Source: an optimization exercise on an open RTL-to-GDS flow (aim: small area, a short achievable clock period and few clock cycles per item). Production flows keep margins and buffers that such runs may drop. At most, simulation tests tie the RTL to the original design; equivalence was not proved. Power and IR drop assume default switching activity.

// irdec
module irdec (
    input  wire        clk,
    input  wire        rst,
    input  wire        req_valid,
    output wire        req_ready,
    input  wire [2:0]  req_op,
    input  wire [31:0] req_now,
    output reg         rsp_valid,
    output wire [51:0] rsp
);
Size in the first run: ~2100 cells after synthesis, ~92 I/O pins.
==> flow/config.mk <==
export PLATFORM = sky130hd
export DESIGN_NAME = irdec
export DESIGN_NICKNAME = irdec
export VERILOG_FILES = /design/flow/design.v
export SDC_FILE = /design/flow/constraint.sdc
export NUM_CORES = 4
export LEC_CHECK = 0
export CAP_MARGIN = 20
export CORE_MARGIN = 2
export CORE_UTILIZATION = 40
export CTS_BUF_LIST = sky130_fd_sc_hd__clkbuf_8
export CTS_CLUSTER_SIZE = 30
export PLACE_DENSITY = 0.6
export SLEW_MARGIN = 20
==> flow/constraint.sdc <==
create_clock -name core_clock -period 11.0 [get_ports {clk}]
set_input_delay 2.2000 -clock core_clock [delete_from_list [all_inputs] [get_ports {clk}]]
set_output_delay 2.2000 -clock core_clock [all_outputs]
set_load 0.01 [all_outputs]
standard.sh (not shown) runs the stock make flow with config.mk's settings and CLKGATE_MAP_FILE= SYNTH_SCRIPT=/design/flow/synth_recipe.tcl, a recipe that flattens the netlist after the stock synthesis.
==> flow/flow/run.sh <==
#!/bin/bash
# Own layout flow: the standard flow (standard.sh, unchanged synthesis),
# with plain buffers on the ports instead of delay buffers, and timing repair
# aiming for extra setup slack. Each make run logs to its own file here.
set -euo pipefail
bash standard.sh \
  "BUFFER_PORTS_ARGS=-buffer_cell sky130_fd_sc_hd__buf_2" \
  "SETUP_SLACK_MARGIN=${OWN_SETUP_MARGIN:-7}" \
  finish > standard_finish.log 2>&1
==> next run, changes <==
--- a/flow/design.v
+++ b/flow/design.v
@@ -25,20 +25,12 @@
     reg [47:0] pan_data;    
     reg        hact;
     reg        hge2;
     reg [7:0]  hp;
     reg [15:0] hprev;
     reg [31:0] hash;
-    reg        v0;
-    reg [2:0]  op0;
-    reg [31:0] now0;
-    always @(posedge clk) begin
-        v0   <= req_valid && !rst;
-        op0  <= req_op;
-        now0 <= req_now;
-    end
     reg        v1, e1;
     reg [2:0]  op1;
     reg [31:0] now1;
     reg [15:0] d1;         
     reg        to1, nl1, nh1, ng1, pl1, pg1, win1;
     wire is_avail = v1 && (op1 == OP_AVAIL);
@@ -50,31 +42,39 @@
     wire tp_fire = tp_op && !pending && hto;
     wire pend1   = pending || tp_fire;
     wire edge_go = e1 && !pending && !hto;
     wire clear_all = rst || is_reset;
     wire [31:0] le_next = is_reset ? 32'd0 : edge_go ? now1 : last_edge;
     wire [31:0] lv_next = is_reset ? 32'd0 : last_event;
-    wire [16:0] lo_diff = {1'b0, now0[15:0]} - {1'b0, le_next[15:0]};
-    wire [15:0] hi_diff = now0[31:16] - le_next[31:16];
+    wire [16:0] lo_diff = {1'b0, req_now[15:0]} - {1'b0, le_next[15:0]};
     wire        lo_brw  = lo_diff[16];
-    wire        sat     = lo_brw ? (hi_diff != 16'd1) : (hi_diff != 16'd0);
     wire [15:0] el      = lo_diff[15:0];
-    wire [31:0] since   = now0 - lv_next;
-    always @(posedge clk) begin
-        v1   <= v0 && !rst;
-        e1   <= v0 && !rst && (op0 == OP_EDGE);
-        op1  <= op0;
-        now1 <= now0;
-        d1   <= sat ? 16'hFFFF : el;
+    wire [15:0] xh      = req_now[31:16];
+    wire [15:0] yh      = ~le_next[31:16];
+    wire        hi_eq0  = ((xh ^ yh) == 16'hFFFF);
+    wire        hi_eq1  = ((xh ^ yh) == {xh[14:0] | yh[14:0], 1'b0});
+    wire        sat     = lo_brw ? !hi_eq1 : !hi_eq0;
+    wire [18:0] lw_diff = {1'b0, req_now[17:0]} - {1'b0, lv_next[17:0]};
+    wire [13:0] xw      = req_now[31:18];
+    wire [13:0] yw      = ~lv_next[31:18];
+    wire        w_eq0   = ((xw ^ yw) == 14'h3FFF);
+    wire        w_eq1   = ((xw ^ yw) == {xw[12:0] | yw[12:0], 1'b0});
+    wire        in_win  = (lw_diff[18] ? w_eq1 : w_eq0) && (lw_diff[17:0] < 18'd162000);
+    always @(posedge clk) begin
+        v1   <= req_valid && !rst;
+        e1   <= req_valid && !rst && (req_op == OP_EDGE);
+        op1  <= req_op;
+        now1 <= req_now;
+        d1   <= el | {16{sat}};
         to1  <= sat || (el >= 16'd27000);
         nl1  <= sat || (el >= 16'd12375);
         nh1  <= sat || (el >= 16'd6750);
         ng1  <= sat || (el >= 16'd1687);
         pl1  <= sat || (el >= 16'd3456);
         pg1  <= sat || (el >= 16'd1296);
-        win1 <= (since < 32'd162000);
+        win1 <= in_win;
     end
     wire nec_bit  = ng1;
     wire nec_cmp  = nec_bit ^ nec_data[16];        
     wire nec_hi   = (nec_c >= 6'd26);              
     reg  [5:0]  nec_c_n;
     reg         nec_claim;
@@ -102,13 +102,12 @@
             end else begin
                 nec_c_n   = 6'd0;
                 nec_claim = nec_ok && nec_cmp;
             end
         end
     end
-    wire nec_data_step = !to1 && (nec_c >= 6'd2);
     wire        pan_bit   = pg1;
     wire [47:0] pan_shift = {pan_bit, pan_data[47:1]};
     wire        pan_ck    = ((pan_shift[23:16] ^ pan_shift[31:24] ^ pan_shift[39:32]) == pan_shift[47:40]);
     reg  [5:0]  pan_c_n;
     reg         pan_claim;
     always @* begin
@@ -125,13 +124,12 @@
             end else begin
                 pan_c_n   = 6'd0;
                 pan_claim = pan_ck;
             end
         end
     end
-    wire pan_data_step = !to1 && (pan_c >= 6'd2);
     wire [17:0] new3  = {2'b00, d1} + {1'b0, d1, 1'b0};
     wire [17:0] prev2 = {1'b0, hprev, 1'b0};
     wire [17:0] prev4 = {hprev, 2'b00};
     wire [1:0]  code  = (new3 <= prev2) ? 2'd0 : (new3 >= prev4) ? 2'd2 : 2'd1;
     wire nec_go   = edge_go;
     wire pan_go   = edge_go && !nec_claim;
@@ -184,22 +182,22 @@
             end
         end
     end
     always @(posedge clk) begin
         if (nec_go && nec_hold) begin
             nec_data <= 24'h00FFFF;
-        end else if (nec_go && nec_data_step) begin
+        end else if (nec_go) begin
             if (nec_hi) begin
                 nec_data[23:16] <= {nec_data[16], nec_data[23:17]};
                 nec_ok          <= nec_ok && nec_cmp;
             end else begin
                 nec_data <= {nec_bit, nec_data[23:1]};
                 nec_ok   <= 1'b1;
             end
         end
-        if (pan_go && pan_data_step)
+        if (pan_go)
             pan_data <= pan_shift;
         if (h_init)
             hp <= 8'd0;
         else if (h_pulse)
             hp <= hp + 8'd1;
         if (h_pulse)
Effect:
- The changed run went through all stages and came out clean
- global-route usage hardly moves
- worst hold slack gains 0.11 ns
- non-clock buffer count goes down by 25
- total power goes up by a few percent
- core utilization drops by 0.77 points
- setup slack gets worse by 0.14 ns
- clock skew came out higher by 0.017 ns
Testbench counts after the change, summed over its fixed seeds: cycles 24,271, items 24,255.
Function not checked in the first run of this note: the RTL went through the layout flow alone.

* * *

alpha:
The RTL this note starts from:
==> flow/design.v <==
module irdec (
    input  wire        clk,
    input  wire        rst,
    input  wire        req_valid,
    output wire        req_ready,
    input  wire [2:0]  req_op,
    input  wire [31:0] req_now,
    output reg         rsp_valid,
    output wire [51:0] rsp
);
    localparam [2:0] OP_EDGE  = 3'b001;
    localparam [2:0] OP_AVAIL = 3'b011;
    localparam [2:0] OP_RECV  = 3'b100;
    localparam [2:0] OP_READ  = 3'b101;
    localparam [2:0] OP_RESET = 3'b111;
    assign req_ready = 1'b1;
    reg [31:0] last_edge;
    reg [31:0] last_event;
    reg [1:0]  tag;         
    reg        pending;
    reg [5:0]  nec_c;
    reg [23:0] nec_data;    
    reg        nec_ok;      
    reg [5:0]  pan_c;
    reg [47:0] pan_data;    
    reg        pan_ok;      
    reg        hact;
    reg        hge2;
    reg [7:0]  hp;
    reg [15:0] hprev;
    reg [31:0] hash;
    reg        v1, e1;
    reg [2:0]  op1;
    reg [31:0] now1;
    reg [15:0] d1;         
    reg        to1, nl1, nh1, ng1, pl1, pg1, win1;
    wire is_avail = v1 && (op1 == OP_AVAIL);
    wire is_recv  = v1 && (op1 == OP_RECV);
    wire is_read  = v1 && (op1 == OP_READ);
    wire is_reset = v1 && (op1 == OP_RESET);
    wire tp_op    = v1 && (op1 != 3'd0) && (op1 != 3'd6) && (op1 != 3'd7);
    wire hto     = hge2 && to1;
    wire tp_fire = tp_op && !pending && hto;
    wire pend1   = pending || tp_fire;
    wire edge_go = e1 && !pending && !hto;
    wire clear_all = rst || is_reset;
    wire [31:0] le_next = is_reset ? 32'd0 : edge_go ? now1 : last_edge;
    wire [31:0] lv_next = is_reset ? 32'd0 : last_event;
    wire [16:0] lo_diff = {1'b0, req_now[15:0]} - {1'b0, le_next[15:0]};
    wire        lo_brw  = lo_diff[16];
    wire [15:0] el      = lo_diff[15:0];
    wire [15:0] xh      = req_now[31:16];
    wire [15:0] yh      = ~le_next[31:16];
    wire        hi_eq0  = ((xh ^ yh) == 16'hFFFF);
    wire        hi_eq1  = ((xh ^ yh) == {xh[14:0] | yh[14:0], 1'b0});
    wire        sat     = lo_brw ? !hi_eq1 : !hi_eq0;
    wire [18:0] lw_diff = {1'b0, req_now[17:0]} - {1'b0, lv_next[17:0]};
    wire [13:0] xw      = req_now[31:18];
    wire [13:0] yw      = ~lv_next[31:18];
    wire        w_eq0   = ((xw ^ yw) == 14'h3FFF);
    wire        w_eq1   = ((xw ^ yw) == {xw[12:0] | yw[12:0], 1'b0});
    wire        in_win  = (lw_diff[18] ? w_eq1 : w_eq0) && (lw_diff[17:0] < 18'd162000);
    always @(posedge clk) begin
        v1   <= req_valid && !rst;
        e1   <= req_valid && !rst && (req_op == OP_EDGE);
        op1  <= req_op;
        now1 <= req_now;
        d1   <= el | {16{sat}};
        to1  <= sat || (el >= 16'd27000);
        nl1  <= sat || (el >= 16'd12375);
        nh1  <= sat || (el >= 16'd6750);
        ng1  <= sat || (el >= 16'd1687);
        pl1  <= sat || (el >= 16'd3456);
        pg1  <= sat || (el >= 16'd1296);
        win1 <= in_win;
    end
    wire nec_bit  = ng1;
    wire nec_cmp  = nec_bit ^ nec_data[16];        
    wire nec_hi   = (nec_c >= 6'd26);              
    reg  [5:0]  nec_c_n;
    reg         nec_claim;
    reg         nec_hold;                           
    always @* begin
        nec_c_n   = nec_c;
        nec_claim = 1'b0;
        nec_hold  = 1'b0;
        if (to1) begin
            nec_c_n = (nec_c == 6'd0) ? 6'd1 : 6'd0;
        end else if (nec_c == 6'd0) begin
        end else if (nec_c == 6'd1) begin
            if (!nh1) begin
                nec_c_n = 6'd0;
            end else if (!nl1) begin
                nec_c_n   = 6'd0;
                nec_claim = win1;
                nec_hold  = win1;
            end else begin
                nec_c_n = 6'd2;
            end
        end else begin
            if (nec_c != 6'd33) begin
                nec_c_n = nec_c + 6'd1;
            end else begin
                nec_c_n   = 6'd0;
                nec_claim = nec_ok && nec_cmp;
            end
        end
    end
    wire        pan_bit   = pg1;
    wire [47:0] pan_shift = {pan_bit, pan_data[47:1]};
    wire        pan_cmp   = !(pan_bit ^ pan_data[24] ^ pan_data[32] ^ pan_data[40]);
    reg  [5:0]  pan_c_n;
    reg         pan_claim;
    always @* begin
        pan_c_n   = pan_c;
        pan_claim = 1'b0;
        if (to1) begin
            pan_c_n = (pan_c == 6'd0) ? 6'd1 : 6'd0;
        end else if (pan_c == 6'd0) begin
        end else if (pan_c == 6'd1) begin
            pan_c_n = pl1 ? 6'd2 : 6'd0;
        end else begin
            if (pan_c != 6'd49) begin
                pan_c_n = pan_c + 6'd1;
            end else begin
                pan_c_n   = 6'd0;
                pan_claim = pan_ok && pan_cmp;
            end
        end
    end
    wire [17:0] new3  = {2'b00, d1} + {1'b0, d1, 1'b0};
    wire [17:0] prev2 = {1'b0, hprev, 1'b0};
    wire [17:0] prev4 = {hprev, 2'b00};
    wire [1:0]  code  = (new3 <= prev2) ? 2'd0 : (new3 >= prev4) ? 2'd2 : 2'd1;
    wire nec_go   = edge_go;
    wire pan_go   = edge_go && !nec_claim;
    wire hash_go  = pan_go && !pan_claim;
    wire s_claim  = nec_go && nec_claim || pan_go && pan_claim;
    wire h_init   = hash_go && to1 && !hact;
    wire h_pulse  = hash_go && !to1 && hact;        
    wire h_fold   = hash_go && !to1 && hge2;
    wire h_claim  = hash_go && (to1 ? hge2 : (hge2 && hp == 8'd253));
    wire read_go  = is_read && pend1;
    wire [1:0] tag1 = tp_fire ? 2'd3 : tag;
    wire h_clear  = read_go && (tag1 == 2'd3) || s_claim;
    wire receiving = !pending && !to1 && ((nec_c != 6'd0) || (pan_c != 6'd0) || hact);
    always @(posedge clk) begin
        if (clear_all) begin
            tag        <= 2'd0;
            pending    <= 1'b0;
            nec_c      <= 6'd0;
            pan_c      <= 6'd0;
            hact       <= 1'b0;
            hge2       <= 1'b0;
        end else begin
            if (tp_fire || h_claim)
                tag <= 2'd3;
            else if (nec_go && nec_claim)
                tag <= 2'd1;
            else if (pan_go && pan_claim)
                tag <= 2'd2;
            if (read_go)
                pending <= 1'b0;
            else if (tp_fire || s_claim || h_claim)
                pending <= 1'b1;
            if (nec_go)
                nec_c <= nec_c_n;
            if (pan_go)
                pan_c <= pan_c_n;
            if (h_clear) begin
                hact <= 1'b0;
                hge2 <= 1'b0;
            end else if (h_init) begin
                hact <= 1'b1;
            end else if (h_pulse) begin
                hge2 <= 1'b1;
            end
        end
    end
    always @(posedge clk) begin
        if (rst) begin
            last_edge  <= 32'd0;
            last_event <= 32'd0;
        end else begin
            last_edge  <= le_next;
            last_event <= s_claim ? now1 : lv_next;
        end
    end
    always @(posedge clk) begin
        if (nec_go && nec_hold) begin
            nec_data <= 24'h00FFFF;
        end else if (nec_go) begin
            if (nec_hi) begin
                nec_data[23:16] <= {nec_data[16], nec_data[23:17]};
                nec_ok          <= nec_ok && nec_cmp;
            end else begin
                nec_data <= {nec_bit, nec_data[23:1]};
                nec_ok   <= 1'b1;
            end
        end
        if (pan_go) begin
            pan_data <= pan_shift;
            pan_ok   <= (pan_c < 6'd42) || (pan_ok && pan_cmp);
        end
        if (h_init)
            hp <= 8'd0;
        else if (h_pulse)
            hp <= hp + 8'd1;
        if (h_pulse)
            hprev <= d1;
    end
    reg       hi2, hf2;
    reg [1:0] code2;
    always @(posedge clk) begin
        hi2   <= h_init && !clear_all;
        hf2   <= h_fold && !clear_all;
        code2 <= code;
    end
    wire [31:0] t0 = hash;
    wire [31:0] t1 = {hash[30:0], 1'b0};
    wire [31:0] t2 = {hash[27:0], 4'b0};
    wire [31:0] t3 = {hash[24:0], 7'b0};
    wire [31:0] t4 = {hash[23:0], 8'b0};
    wire [31:0] t5 = {hash[7:0], 24'b0};
    wire [31:0] s1 = t0 ^ t1 ^ t2;
    wire [31:0] c1 = {((t0 & t1) | (t0 & t2) | (t1 & t2)), 1'b0};
    wire [31:0] s2 = t3 ^ t4 ^ t5;
    wire [31:0] c2 = {((t3 & t4) | (t3 & t5) | (t4 & t5)), 1'b0};
    wire [31:0] s3 = s1 ^ c1 ^ s2;
    wire [31:0] c3 = {((s1 & c1) | (s1 & s2) | (c1 & s2)), 1'b0};
    wire [31:0] s4 = s3 ^ c3 ^ c2;
    wire [31:0] c4 = {((s3 & c3) | (s3 & c2) | (c3 & c2)), 1'b0};
    wire [31:0] hmul = s4 + c4;
    always @(posedge clk) begin
        if (hi2)
            hash <= 32'h811C9DC5;
        else if (hf2)
            hash <= {hmul[31:2], hmul[1:0] ^ code2};
    end
    reg r_nec, r_pan, r_hash, r_flag;
    always @(posedge clk) begin
        if (rst) begin
            rsp_valid <= 1'b0;
            r_nec     <= 1'b0;
            r_pan     <= 1'b0;
            r_hash    <= 1'b0;
            r_flag    <= 1'b0;
        end else begin
            rsp_valid <= v1;
            r_nec     <= read_go && (tag1 == 2'd1);
            r_pan     <= read_go && (tag1 == 2'd2);
            r_hash    <= read_go && (tag1 == 2'd3);
            r_flag    <= is_avail && pend1 || is_recv && receiving;
        end
    end
    wire [15:0] r_addr = ({16{r_nec}}  & nec_data[15:0]) |
                         ({16{r_pan}}  & pan_data[15:0]) |
                         ({16{r_hash}} & {8'd0, hp});
    wire [31:0] r_cmd  = ({32{r_nec}}  & {24'd0, nec_data[23:16]}) |
                         ({32{r_pan}}  & pan_data[47:16]) |
                         ({32{r_hash}} & hash);
    assign rsp = {r_nec | r_pan | r_hash, r_pan | r_hash, r_nec | r_hash, r_flag, r_addr, r_cmd};
endmodule
export LEC_CHECK = 0
export CAP_MARGIN = 20
export CORE_MARGIN = 2
export CORE_UTILIZATION = 40
export CTS_BUF_LIST = sky130_fd_sc_hd__clkbuf_8
export CTS_CLUSTER_DIAMETER = 50
export CTS_CLUSTER_SIZE = 20
export PLACE_DENSITY = 0.6
export SLEW_MARGIN = 20
export TNS_END_PERCENT = 5
create_clock -name core_clock -period 11.0 [get_ports {clk}]
==> flow/flow/run.sh <==
#!/bin/bash
# Own layout flow: the standard flow (standard.sh, unchanged synthesis),
# with plain buffers on the ports instead of delay buffers, timing repair
# aiming for extra setup slack and free to change a cell's footprint when
# resizing it. The make run logs to its own file here.
set -euo pipefail
bash standard.sh \
  "BUFFER_PORTS_ARGS=-buffer_cell sky130_fd_sc_hd__buf_1" \
  "SETUP_SLACK_MARGIN=${OWN_SETUP_MARGIN:-7}" \
  "MATCH_CELL_FOOTPRINT=0" \
  finish > standard_finish.log 2>&1
Testbench counts of alpha, summed over its fixed seeds: cycles 24,271, items 24,255.
Changes in delta relative to alpha:
-- flow/design.v --
<<< alpha, line 30
    reg [15:0] hprev;
    reg [31:0] hash;
    reg        v1, e1;
    reg [2:0]  op1;
>>> delta, line 30
    reg [15:0] hprev;
    reg [31:0] hash;
    reg        v0;
    reg [2:0]  op0;
    reg [31:0] now0;
    always @(posedge clk) begin
        v0   <= req_valid && !rst;
        op0  <= req_op;
        now0 <= req_now;
    end
    reg        v1, e1;
    reg [2:0]  op1;
<<< alpha, line 47
    wire [31:0] le_next = is_reset ? 32'd0 : edge_go ? now1 : last_edge;
    wire [31:0] lv_next = is_reset ? 32'd0 : last_event;
    wire [16:0] lo_diff = {1'b0, req_now[15:0]} - {1'b0, le_next[15:0]};
    wire        lo_brw  = lo_diff[16];
    wire [15:0] el      = lo_diff[15:0];
    wire [15:0] xh      = req_now[31:16];
    wire [15:0] yh      = ~le_next[31:16];
    wire        hi_eq0  = ((xh ^ yh) == 16'hFFFF);
    wire        hi_eq1  = ((xh ^ yh) == {xh[14:0] | yh[14:0], 1'b0});
    wire        sat     = lo_brw ? !hi_eq1 : !hi_eq0;
    wire [18:0] lw_diff = {1'b0, req_now[17:0]} - {1'b0, lv_next[17:0]};
    wire [13:0] xw      = req_now[31:18];
    wire [13:0] yw      = ~lv_next[31:18];
    wire        w_eq0   = ((xw ^ yw) == 14'h3FFF);
>>> delta, line 55
    wire [31:0] le_next = is_reset ? 32'd0 : edge_go ? now1 : last_edge;
    wire [31:0] lv_next = is_reset ? 32'd0 : last_event;
    wire [16:0] lo_diff = {1'b0, now0[15:0]} - {1'b0, le_next[15:0]};
    wire        lo_brw  = lo_diff[16];
    wire [15:0] el      = lo_diff[15:0];
    wire [15:0] xh      = now0[31:16];
    wire [15:0] yh      = ~le_next[31:16];
    wire        hi_eq0  = ((xh ^ yh) == 16'hFFFF);
    wire        hi_eq1  = ((xh ^ yh) == {xh[14:0] | yh[14:0], 1'b0});
    wire        sat     = lo_brw ? !hi_eq1 : !hi_eq0;
    wire [18:0] lw_diff = {1'b0, now0[17:0]} - {1'b0, lv_next[17:0]};
    wire [13:0] xw      = now0[31:18];
    wire [13:0] yw      = ~lv_next[31:18];
    wire        w_eq0   = ((xw ^ yw) == 14'h3FFF);
<<< alpha, line 62
    wire        in_win  = (lw_diff[18] ? w_eq1 : w_eq0) && (lw_diff[17:0] < 18'd162000);
    always @(posedge clk) begin
        v1   <= req_valid && !rst;
        e1   <= req_valid && !rst && (req_op == OP_EDGE);
        op1  <= req_op;
        now1 <= req_now;
        d1   <= el | {16{sat}};
        to1  <= sat || (el >= 16'd27000);
>>> delta, line 70
    wire        in_win  = (lw_diff[18] ? w_eq1 : w_eq0) && (lw_diff[17:0] < 18'd162000);
    always @(posedge clk) begin
        v1   <= v0 && !rst;
        e1   <= v0 && !rst && (op0 == OP_EDGE);
        op1  <= op0;
        now1 <= now0;
        d1   <= el | {16{sat}};
        to1  <= sat || (el >= 16'd27000);
<<< alpha, line 231
    wire [31:0] s4 = s3 ^ c3 ^ c2;
    wire [31:0] c4 = {((s3 & c3) | (s3 & c2) | (c3 & c2)), 1'b0};
    wire [31:0] hmul = s4 + c4;
    always @(posedge clk) begin
        if (hi2)
>>> delta, line 239
    wire [31:0] s4 = s3 ^ c3 ^ c2;
    wire [31:0] c4 = {((s3 & c3) | (s3 & c2) | (c3 & c2)), 1'b0};
    wire [16:0] hm_lo  = {1'b0, s4[15:0]} + {1'b0, c4[15:0]};
    wire [15:0] hm_hi0 = s4[31:16] + c4[31:16];
    wire [15:0] hm_hi1 = s4[31:16] + c4[31:16] + 16'd1;
    wire [31:0] hmul   = {hm_lo[16] ? hm_hi1 : hm_hi0, hm_lo[15:0]};
    always @(posedge clk) begin
        if (hi2)
==> comparison <==
- The flow did not stop early for delta: all stages ran, and the layout cleared the timing, DRC and antenna checks.
- alpha | status: complete | timing, DRC, antenna: pass
- Per the comparison of delta with alpha, met3 track utilization from global routing now smaller; fraction of the core area covered by cells at the end of the flow now smaller; cell count after synthesis now larger; net count after synthesis now larger; measured slew at the worst slew-check pin now larger.
- Clock skew after layout up 5.5 ps in delta wrt alpha
- Overall routed net length in delta vs alpha: up 0.48%
The RTL of delta was laid out without a check of its function.

## separate check: timing with driven ports
How much do the figures lean on ideal ports? The routed layouts below were timed once more, with nothing changed but the port constraints. Step 1, drivers: a clkbuf_16 drives clk and a buf_2 each remaining input, both assumed. Step 2 moves the port delays by t, midway between the first and last clock arrival at a register: inputs arrive t later, outputs are due t later. That takes back most of the time a late clock gives input paths. a / b / c = ideal ports / drivers / drivers and shift; a / b = the first two.
run	shift t [ns]	setup WS [ns]	worst setup path after step 2	latest minus earliest clock arrival (ns)	cell pins on the clock port's net
the first run of note 1	0.663	6.720 / 6.720 / 6.720	register to register	0.025 / 0.024	1
the second run of note 1	0.661	6.577 / 6.577 / 6.016	input to register	0.044 / 0.044	1
alpha	0.655	6.733 / 6.745 / 6.090	input to register	0.041 / 0.041	1
delta	0.649	6.491 / 6.491 / 6.491	register to register	0.050 / 0.049	1
After both steps setup and hold are still met in every run listed. The setup slack of alpha, which loses most, moves by +0.012 ns with the drivers and by -0.643 ns with both steps.
